From an optimization exercise on the open Yosys and OpenROAD flow, aimed at small area and few clock cycles; shortcuts taken in it are not production practice. Function was checked by simulation only, so behaviour that the tests miss may differ from the original. The flow treats the clock pin as an ideal source, which a real chip does not have. Power figures rest on the tool's default switching activity, not on a simulated workload.

### design/flow/config.mk
export PLATFORM = sky130hd
export DESIGN_NAME = bq24195_csr_engine
export DESIGN_NICKNAME = bq24195_csr_engine
export VERILOG_FILES = /design/flow/design.v
export SDC_FILE = /design/flow/constraint.sdc
export NUM_CORES = 4
export LEC_CHECK = 0
export CAP_MARGIN = 20
export CORE_MARGIN = 2
export CORE_UTILIZATION = 65
export CTS_BUF_LIST = sky130_fd_sc_hd__clkbuf_4
export GPL_TIMING_DRIVEN = 0
export PLACE_DENSITY = 0.8
export SLEW_MARGIN = 20
### design/flow/constraint.sdc
create_clock -name core_clock -period 5.0 [get_ports {clk}]
set_input_delay 1.0000 -clock core_clock [delete_from_list [all_inputs] [get_ports {clk}]]
set_output_delay 1.0000 -clock core_clock [all_outputs]
set_load 0.01 [all_outputs]
### design/flow/design.v
module bq_cmd_decode (
    input  wire [15:0] cmd,
    output wire        legal,
    output wire [4:0]  rsel,      
    output wire        op_wrh,    
    output wire        op_whole,  
    output wire        op_set,
    output wire        op_needv,  
    output wire        op_out,    
    output wire        op_bus,    
    output wire        op_rd      
);
    wire [3:0] op     = cmd[15:12];
    wire [3:0] regsel = cmd[11:8];
    wire [3:0] fld    = cmd[7:4];
    wire [3:0] rsv    = cmd[3:0];
    wire hi0   = ~regsel[3] & ~regsel[2] & ~regsel[1];     
    wire r0    = hi0 & ~regsel[0];
    wire r7    = ~regsel[3] & regsel[2] & regsel[1] & regsel[0];
    wire wr    = hi0 | r7;                                 
    wire ro    = regsel[3] & ~regsel[2] & ~regsel[1];      
    wire f0    = (fld == 4'h0);
    wire f_lt2 = (fld[3:1] == 3'b000);
    wire f_lt4 = (fld[3:2] == 2'b00);
    wire f_lt3 = f_lt2 | (f_lt4 & ~fld[0]);
    wire f_lt6 = ~fld[3] & ~(fld[2] & fld[1]);
    wire set_fld = (wr & f_lt2) | (r0 & f_lt3);
    wire get_fld = set_fld | (ro & (regsel[0] ? f_lt4 : f_lt6));
    reg ok;
    always @(*) begin
        case (op)
            4'h1, 4'h3: ok = (wr | ro) & f0;
            4'h2, 4'h6: ok = wr & f0;
            4'h4:       ok = get_fld;
            4'h5:       ok = set_fld;
            4'h7:       ok = ro & f0;
            4'h8:       ok = r0 & f0;
            default:    ok = 1'b0;
        endcase
    end
    assign legal = (rsv == 4'h0) & ok;
    assign rsel = {regsel[3] & regsel[0], regsel[3] & ~regsel[0], regsel[1],
                   ~regsel[3] & ~regsel[1] & regsel[0],
                   ~regsel[3] & ~regsel[1] & ~regsel[0]};
    assign op_wrh   = ~op[3] & ~(op[1] & op[0]) & (~op[2] | op[0]);
    assign op_whole = ~op[3] & ~op[2] & ~(op[1] & op[0]);
    assign op_set   = op[2] & ~op[1] & op[0];
    assign op_needv = (op[2] & ~(op[1] & op[0])) | (~op[2] & op[1] & op[0]);
    assign op_out   = op[3] | (op[2] & ~op[1] & ~op[0]) | (~op[2] & op[1] & op[0]);
    assign op_bus   = op[2] & op[1];
    assign op_rd    = op[0];
endmodule
module bq_field_codec (
    input  wire [15:0] cmd,
    input  wire [7:0]  h_isc,
    input  wire [7:0]  h_poc,
    input  wire [7:0]  h_moc,
    input  wire [7:0]  h_ss,
    input  wire [7:0]  h_flt,
    input  wire [7:0]  din,
    output wire [7:0]  rd_val,
    output wire        set_ok,
    output wire [7:0]  wr_byte,
    output wire [6:0]  set_grp
);
    wire [3:0] regsel = cmd[11:8];
    wire [2:0] f      = cmd[6:4];
    wire s_isc = ~regsel[3] & ~regsel[1] & ~regsel[0];
    wire s_poc = ~regsel[3] & ~regsel[1] &  regsel[0];
    wire s_moc = ~regsel[3] &  regsel[1];
    wire s_ss  =  regsel[3] & ~regsel[0];
    wire s_flt =  regsel[3] &  regsel[0];
    wire f0 = (f == 3'd0);
    wire f1 = (f == 3'd1);
    wire f2 = (f == 3'd2);
    wire f3 = (f == 3'd3);
    wire f4 = (f == 3'd4);
    wire f5 = (f == 3'd5);
    wire raw = ~cmd[14];
    wire g   =  cmd[14];
    wire [7:0] h = ({8{s_isc}} & h_isc) | ({8{s_poc}} & h_poc) |
                   ({8{s_moc}} & h_moc) | ({8{s_ss}}  & h_ss)  |
                   ({8{s_flt}} & h_flt);
    wire lo7 = g & f0 & (s_isc | s_flt);
    wire lo6 = g & f0 & s_ss;
    wire lo4 = g & ((f0 & s_poc & ~h[5]) | (f1 & (s_ss | s_flt)));   
    wire lo3 = g & ((f1 & s_isc) | (f2 & (s_ss | s_flt)));
    wire lo2 = g & f3 & s_ss;
    wire lo1 = g & ((f1 & s_poc) | (f0 & s_moc) | (f4 & s_ss));
    wire lo0 = raw | (g & ((f2 & s_isc) | (f1 & s_moc) | (f5 & s_ss)));
    wire th  = g & f3 & s_flt;                  
    wire w3  = raw | (g & f2 & s_isc);          
    assign rd_val[0] = (lo7 & h[7]) | (lo6 & h[6]) | (lo4 & h[4]) | (lo3 & h[3]) |
                       (lo2 & h[2]) | (lo1 & h[1]) | (lo0 & h[0]) |
                       (th & (h[0] | (h[1] ^ h[2])));
    assign rd_val[1] = (w3 & h[1]) | (g & f1 & s_isc & h[4]) |
                       (g & ((f0 & s_poc) | (f1 & (s_ss | s_flt))) & h[5]) |
                       (g & f1 & s_poc & h[2]) | (g & f0 & s_ss & h[7]) |
                       (th & (h[1] | (h[0] ^ h[2])));
    assign rd_val[2] = (w3 & h[2]) | (g & f1 & s_isc & h[5]) |
                       (g & f1 & s_poc & h[3]) | (th & (h[0] | h[1] | h[2]));
    assign rd_val[3] = (raw & h[3]) | (g & f1 & s_isc & h[6]);
    assign rd_val[7:4] = {4{raw}} & h[7:4];
    wire isc_ivl = s_isc & f1;
    wire w_3bit  = (s_isc & f2) | (s_poc & f1);
    wire poc_cc  = s_poc & f0;
    assign set_ok = (din[7:4] == 4'h0) &
                    (isc_ivl | ~din[3]) &
                    (isc_ivl | w_3bit | ~din[2]) &
                    (isc_ivl | w_3bit | (poc_cc & ~(din[1] & din[0])) | ~din[1]);
    assign set_grp = {s_moc & f1, s_moc & f0, s_poc & f1, s_poc & f0,
                      s_isc & f2, s_isc & f1, s_isc & f0};
    wire st  = cmd[14];
    wire df  = cmd[13];
    wire ld  = ~cmd[14] & ~cmd[13];
    wire c8  = regsel[0];
    wire c9  = regsel[1];
    wire isc = ~c8;
    assign wr_byte[7] = (ld & din[7]) | (st & din[0]);
    assign wr_byte[6] = (ld & din[6]) | (st & din[3]);
    assign wr_byte[5] = (ld & din[5]) | (st & (isc ? din[2] : din[1])) | (df & ~c8);
    assign wr_byte[4] = (ld & din[4]) | (st & (isc ? din[1] : din[0])) | (df & ~c9);
    assign wr_byte[3] = (ld & din[3]) | (st & (isc ? din[0] : din[2])) | (df & c8);
    assign wr_byte[2] = (ld & din[2]) | (st & (isc ? din[2] : din[1]));
    assign wr_byte[1] = (ld & din[1]) | (st & (isc ? din[1] : din[0])) | (df & c8);
    assign wr_byte[0] = ((ld | st) & din[0]) | (df & c8);
endmodule
module bq_addr_info (
    input  wire [7:0] addr,
    output wire [7:0] info
);
    wire hi0      = (addr[7:4] == 4'h0);
    wire writable = hi0 & ~addr[3];                                       
    wire valid    = writable | (hi0 & ~addr[2] & ~(addr[1] & addr[0]));   
    wire modelled = (addr == 8'h00) || (addr == 8'h01) || (addr == 8'h07) ||
                    (addr == 8'h08) || (addr == 8'h09);
    assign info = valid ? {1'b1, writable, modelled, 1'b0, addr[3:0]} : 8'h00;
endmodule
module bq24195_csr_engine (
    input  wire        clk,
    input  wire        rst,
    input  wire        cmd_valid,
    output wire        cmd_ready,
    input  wire [15:0] cmd,
    input  wire [7:0]  din,
    output reg         rsp_valid,
    output reg  [7:0]  dout,
    output reg  [2:0]  status,
    output wire        buserr_valid,
    output reg  [7:0]  buserr,
    output reg         bus_req,
    output wire        bus_rd,
    output wire [7:0]  bus_addr,
    output wire [7:0]  bus_wdata,
    input  wire        bus_ack,
    input  wire        bus_err,
    input  wire [7:0]  bus_rdata,
    input  wire [7:0]  bus_err_code
);
    reg [7:0] hn_isc, hn_poc, hn_moc, h_ss, h_flt;
    wire [7:0] h_isc = ~hn_isc, h_poc = ~hn_poc, h_moc = ~hn_moc;
    reg [4:0] v;             
    reg       ba3, ba2, ba0;
    assign cmd_ready    = ~bus_req;
    assign buserr_valid = status[2];      
    assign bus_rd       = ba3;
    assign bus_addr     = {4'h0, ba3, ba2, ba2, ba0};
    wire   w_moc = ba2;
    wire   w_poc = ~ba2 & ba0;
    wire   w_isc = ~ba2 & ~ba0;
    assign bus_wdata    = ~(({8{w_isc}} & hn_isc) | ({8{w_poc}} & hn_poc) |
                            ({8{w_moc}} & hn_moc));
    wire       legal;
    wire [4:0] rsel;
    wire       op_wrh, op_whole, op_set, op_needv, op_out, op_bus, op_rd;
    bq_cmd_decode u_dec (
        .cmd      (cmd),
        .legal    (legal),
        .rsel     (rsel),
        .op_wrh   (op_wrh),
        .op_whole (op_whole),
        .op_set   (op_set),
        .op_needv (op_needv),
        .op_out   (op_out),
        .op_bus   (op_bus),
        .op_rd    (op_rd)
    );
    wire v_sel = |(rsel & v);
    wire [7:0] rd_val;
    wire       set_ok;
    wire [7:0] wr_byte;
    wire [6:0] set_grp;
    bq_field_codec u_codec (
        .cmd     (cmd),
        .h_isc   (h_isc),
        .h_poc   (h_poc),
        .h_moc   (h_moc),
        .h_ss    (h_ss),
        .h_flt   (h_flt),
        .din     (din),
        .rd_val  (rd_val),
        .set_ok  (set_ok),
        .wr_byte (wr_byte),
        .set_grp (set_grp)
    );
    wire [7:0] addr_info;
    bq_addr_info u_ai (
        .addr (din),
        .info (addr_info)
    );
    wire acc    = cmd_valid & ~bus_req;
    wire ack    = bus_req & bus_ack;
    wire rd_ok  = ack & ~bus_err & ba3;
    wire e_val  = op_set & ~set_ok;
    wire e_nov  = op_needv & ~v_sel;
    wire pass   = legal & ~e_val & ~e_nov;
    wire bus_go = pass & op_bus;
    wire fin    = acc & ~bus_go;
    wire [2:0] ex_status = {1'b0, legal & (e_val | e_nov), ~legal | (~e_val & e_nov)};
    wire dout_we = (fin & pass & op_out) | rd_ok;
    wire [7:0] dout_d = bus_req ? bus_rdata : (cmd[15] ? addr_info : rd_val);
    always @(posedge clk) begin
        if (rst) begin
            rsp_valid <= 1'b0;
            bus_req   <= 1'b0;
            dout      <= 8'h00;
            status    <= 3'd0;
            buserr    <= 8'h00;
            v         <= 5'b00000;
        end else begin
            rsp_valid <= fin | ack;
            bus_req   <= (acc & bus_go) | (bus_req & ~bus_ack);
            if (dout_we)
                dout <= dout_d;
            if (fin | ack) begin
                status <= bus_req ? {bus_err, 2'b00} : ex_status;
                buserr <= {8{bus_req & bus_err}} & bus_err_code;
            end
            if (acc & legal & op_whole)
                v <= v | rsel;
            else if (rd_ok)
                v <= v | {ba0, ~ba0, 3'b000};
        end
    end
    always @(posedge clk) begin
        if (~bus_req) begin
            ba3 <= cmd[11];
            ba2 <= cmd[10];
            ba0 <= cmd[8];
        end
    end
    wire h_wr  = acc & pass & op_wrh;
    wire h_all = h_wr & ~op_set;
    wire [6:0] g = {7{h_wr & op_set}} & set_grp;
    wire [7:0] we_isc = {8{h_all & rsel[0]}} | {g[0], {4{g[1]}}, {3{g[2]}}};
    wire [7:0] we_poc = {8{h_all & rsel[1]}} | {2'b00, {2{g[3]}}, {3{g[4]}}, 1'b0};
    wire [7:0] we_moc = {8{h_all & rsel[2]}} | {6'b000000, g[5], g[6]};
    wire [7:0] ro_d = bus_req ? bus_rdata : din;
    wire       we_ss  = (h_all & rsel[3]) | (rd_ok & ~ba0);
    wire       we_flt = (h_all & rsel[4]) | (rd_ok &  ba0);
    integer i;
    always @(posedge clk) begin
        for (i = 0; i < 8; i = i + 1) begin
            if (we_isc[i]) hn_isc[i] <= ~wr_byte[i];
            if (we_poc[i]) hn_poc[i] <= ~wr_byte[i];
            if (we_moc[i]) hn_moc[i] <= ~wr_byte[i];
        end
        if (we_ss)  h_ss  <= ro_d;
        if (we_flt) h_flt <= ro_d;
    end
endmodule
### design/flow/flow/run.sh
#!/bin/bash
# The standard layout, with these changes:
#  - the standard synthesis script, but with ABC mapping the combinational
#    logic for area (flow/abc_area.script: a few minutes of deep AIG
#    synthesis, then mapping with area recovery) instead of ORFS's script; the
#    registers are mapped before ABC runs and are left as they are;
#  - each port buffered by the smallest buffer instead of the delay
#    buffer that buffer_ports picks by default;
#  - synthesis buffers removed before global placement (flow/pre_place.tcl),
#    which is not timing driven;
#  - clock tree synthesis without dummy loads on the clock nets, and with
#    stronger buffers where the slew would be high (flow/post_cts.tcl).
set -euo pipefail
W=$PWD
SS=$(grep -o "SYNTH_SCRIPT=[^ ]*" standard.sh | head -1 | cut -d= -f2 | tr -d "'")
cat > "$W/flow_synth.tcl" <<EOF
proc abc {args} {
  set i [lsearch -exact \$args -script]
  if {\$i >= 0} { lset args [expr {\$i + 1}] $W/flow/abc_area.script }
  yosys abc {*}\$args
}
source $SS
EOF
bash standard.sh SYNTH_SCRIPT="$W/flow_synth.tcl" \
    BUFFER_PORTS_ARGS="-buffer_cell sky130_fd_sc_hd__buf_1" \
    PRE_GLOBAL_PLACE_TCL="$W/flow/pre_place.tcl" \
    CTS_ARGS="-sink_clustering_enable -repair_clock_nets -buf_list sky130_fd_sc_hd__clkbuf_4 -dont_use_dummy_load" \
    POST_CTS_TCL="$W/flow/post_cts.tcl" \
    finish > flow_make.log 2>&1
### design/flow/flow/abc_area.script
strash
&get -n
&deepsyn -I 3 -J 200 -T 900
&dch -f
&nf -R 1000
&put
### design/flow/flow/post_cts.tcl
# CTS builds the clock tree from clkbuf_4 only. Give the root, which drives
# the other clock buffers, a clkbuf_8, and likewise each other clock buffer
# whose output slew, estimated from the placement, exceeds 100 ps; then
# legalise the placement again.
set_propagated_clock [all_clocks]
foreach inst [get_cells clkbuf_0_*] {
  replace_cell $inst sky130_fd_sc_hd__clkbuf_8
}
estimate_parasitics -placement
foreach inst [get_cells clkbuf_*] {
  if {[get_property $inst ref_name] ne "sky130_fd_sc_hd__clkbuf_4"} {
    continue
  }
  foreach pin [get_pins -of_objects $inst -filter "direction == output"] {
    if {[get_property $pin slew_max] > 0.100} {
      puts "upsizing clock buffer [get_full_name $inst]"
      replace_cell $inst sky130_fd_sc_hd__clkbuf_8
    }
  }
}
detailed_placement
check_placement -verbose
### design/flow/flow/pre_place.tcl
# Remove the buffers synthesis inserted (on constant and shared output
# nets) before the ports are buffered, as timing-driven placement does.
remove_buffers
### design/flow/standard.sh
#!/bin/bash
# synth_recipe.tcl (not shown) runs the flow's synth.tcl, then flattens the netlist and writes it again
# the make line also repeats each setting of config.mk as NAME=value (left out here)
make -C /OpenROAD-flow-scripts/flow DESIGN_CONFIG=/design/flow/config.mk WORK_HOME=/design/flow/orfs CLKGATE_MAP_FILE= SYNTH_SCRIPT=/design/flow/synth_recipe.tcl "${@:-finish}"
==> results.toml <==
[run_status]
status = "complete, no violations"

[global_routing]
track_usage_pct = 34.3
use_met3_pct = 8.20
use_met2_pct = 56.4
grt_overflow = 0
grt-busiest-layer = "met2"
grt_first_pass_wirelength_mm = 14.1
use_met1_pct = 42.9
grt_pass1_vias = 2906
antenna_found_initial = 0
grt_max_degree = 31

[route]
drt_iter0_drc = 370
dr_total_vias = 3144
routed_wl_mm = 9.47
drc_errors = 0
dr.pass1.iters = 8
final_antenna_net_count = 0
wire_per_inst_um = 19.5
avgViaCountPerCell = 6.48

[logic_synthesis]
async_flop_share_pct = 0
ys_warn_count = 2
synthCells = 331
synth_flop_cell = "edfxtp_1"
synth.yosys.seq_area_share_pct = 54.3
ys_types = 42
synthMuxAreaShare_pct = 1.35
synthAdderAreaFrac_pct = 0
synth_top_family_by_area = "compound AO/OA/AOI/OAI gates"
synth_edf_count = 43
ys_ff_latch = 69
synth_area_mm2 = 0.00334
synth-simple-area-share_pct = 16.5
synth-compound-area-share_pct = 24.1
syn_area_per_cell_um2 = 10.1
synth_xor_area_share_pct = 0.525

[timing]
grt_setup_unrepaired = "false"
fin_skew_ns = 0.0255
slew_headroom_pct = 34.5
fin_setup_tns_ns = 0
drv_slew = 0
layout_min_cycle_time_ns = 4.29
fin_crit_sh_pct = 85.7
worst_slew_pin_slew_ns = 0.981
fmax_ghz = 0.233
hold_violations = 0
setup_viol = 0

[place]
numPortBuffers = 80
gp_congestion = 0.916
dp_cells = 476
dp_hpwl_mm = 6.93

[setup_path]
criticalPathCategory = "in2reg"
worstPathRequired_ns = 4.96
crit_path_start_kind = "primary input"
rr_worst_depth = 6
cp_max_fo = 19
setup.worst_path.end_class = "flop"
arrival_ns = 4.25

[floorplanning]
die_w_um = 75.7
pin_count = 85
die_h_um = 75.7
start_util_pct = 66.2
rows = 26
die_area_mm2 = 0.00572
core_area_mm2 = 0.00504

[final_layout]
area_growth_pct = 12.7
nNetsFinal = 462
diodes = 0
final_common_cell = "buf_1"
utilization_pct = 74.6
layout-drive-gt1-share_pct = 2.41
final_cells = 485
final_cell_mix = "80 x buf_1, 46 x nor2_1, 43 x edfxtp_1"

[clock_network]
clkSinkCount = 69
cts.clk_slew.worst_paths_ns = 0.08
cts_tree = "built"
clk_latency_ns = 0.35

[job]
cap_violations = 0

[power]
power_density_mw_per_mm2 = 281
ir_worst_vdd_v = 0.000242
p_leak_nw = 1.25

[min_path]
min_path_cells = 2
min_path_type = "reg2reg"
[power breakdown]
| group | internal (W) | switching (W) | total [W] |
|---|---|---|---|
| Sequential | 0.000614 | 0.00000946 | 0.000623 |
| Combinational | 0.0000477 | 0.0000977 | 0.000145 |
| Clock | 0.000110 | 0.000178 | 0.000288 |
| Total | 0.000772 | 0.000285 | 0.00106 |
[worst max-delay path, cell delays in order]
cell,delay [ns]
buf_1,0.37
nor3_1,0.58
a22oi_1,0.19
nor4b_1,0.31
a31oi_1,0.08
o22ai_1,0.19
and3_1,0.20
and3_1,0.22
nand3_1,0.11
nor2_1,0.27
nand2_1,0.16
nor2_1,0.56
[cell type report]
cell class	instances	area [um2]
clock buffer	9	86.3
fill	416	1280
inverter	10	37.5
multi-input combinational	246	1430
sequential	69	1810
tap	70	87.6
timing repair buffer	81	308
[Yosys cell counts, types with 4 or more instances]
| library cell | instances | area share, % |
|---|---|---|
| dfxtp_1 | 26 | 16 |
| nor2b_1 | 12 | 2.2 |
| a211oi_1 | 6 | 1.3 |
| o22ai_1 | 8 | 1.5 |
| mux2_1 | 4 | 1.3 |
| a22o_1 | 19 | 5.0 |
| nand2_1 | 33 | 3.7 |
| a22oi_1 | 5 | 1.1 |
| nor3_1 | 7 | 1.0 |
| clkinv_1 | 10 | 1.1 |
| buf_4 | 9 | 2.0 |
| o31ai_1 | 4 | 0.90 |
| a222oi_1 | 8 | 2.4 |
| a221oi_1 | 4 | 1.0 |
| and3_1 | 4 | 0.75 |
| edfxtp_1 | 43 | 39 |
| o21ai_0 | 23 | 3.4 |
| nor2_1 | 46 | 5.2 |
| a21oi_1 | 20 | 3.0 |
| nand3_1 | 5 | 0.75 |
[metrics by stage]
step	power (W)	cell area [um2]	hold slack [ns]	worst slack [ns]
global placement	0.000774	3670	0.425	0.647
detailed placement	0.000777	3680	0.437	0.525
floorplan	0.000719	3350	0.415	1.68
finish	0.00106	3760	0.449	0.713
global route	0.00109	3760	0.477	0.536
[per-layer routing]
metal / routed length [um] / part of all wire [%]
met2: 4460 / 47
met1: 3740 / 39
met4: 352 / 3.7
met3: 915 / 9.7
met5: 0 / 0
[registers in the layout, indices dropped and copies added (netlist names)]
signal and cells:
buserr 8, dout 8, h_flt 8, h_ss 8, hn_isc 8, hn_moc 8, hn_poc 8, v 5
status 3, ba0 1, ba2 1, ba3 1, bus_req 1, rsp_valid 1
[final timing paths]
kind / slack, ns / start / to
setup / recovery: 0.71 / cmd[4] / hn_moc[2]$_DFFE_PP_
hold / removal: 0.45 / dout[5]$_SDFFE_PP0P_ / dout[5]$_SDFFE_PP0P_
setup reg to reg: 2.13 / bus_req$_SDFF_PP0_ / buserr[3]$_SDFFE_PP0P_
hold reg to reg: 0.45 / dout[5]$_SDFFE_PP0P_ / dout[5]$_SDFFE_PP0P_
[cell families (layout without fill, tap and decap cells)]
group           Yosys count  count (layout)
mux                       4               4
xor+xnor                  2               2
buf+inv                  19             100
other cells               1               4
compound gates          115             115
flops                    69              69
simple gates            121             121
Testbench counts, summed over its fixed seeds: cycles 8,716.

==> what the ideal ports hide <==
The results above use ideal ports. As a check the final layout listed here was re-extracted and re-timed, cells and wires unchanged. Step 1 sets driving cells, clkbuf_16 on the clock port and buf_2 on the other inputs (assumed; they add their load-dependent delay and slew). Step 2, shift: input delay + t, output delay - t, t = (earliest + latest rising clock arrival at the registers) / 2. This alone moves slack from input paths to output paths. a / b / c = ideal / step 1 / step 2; a / b = the first two.
shift t [ns]: 0.366
slack for setup (ns): 0.713 / 0.722 / 0.356
worst data-port slew with drivers (ns): 0.04
After both steps setup and hold are still met in this run. The setup slack of this run moves by +0.009 ns with the drivers and by -0.357 ns with both steps.
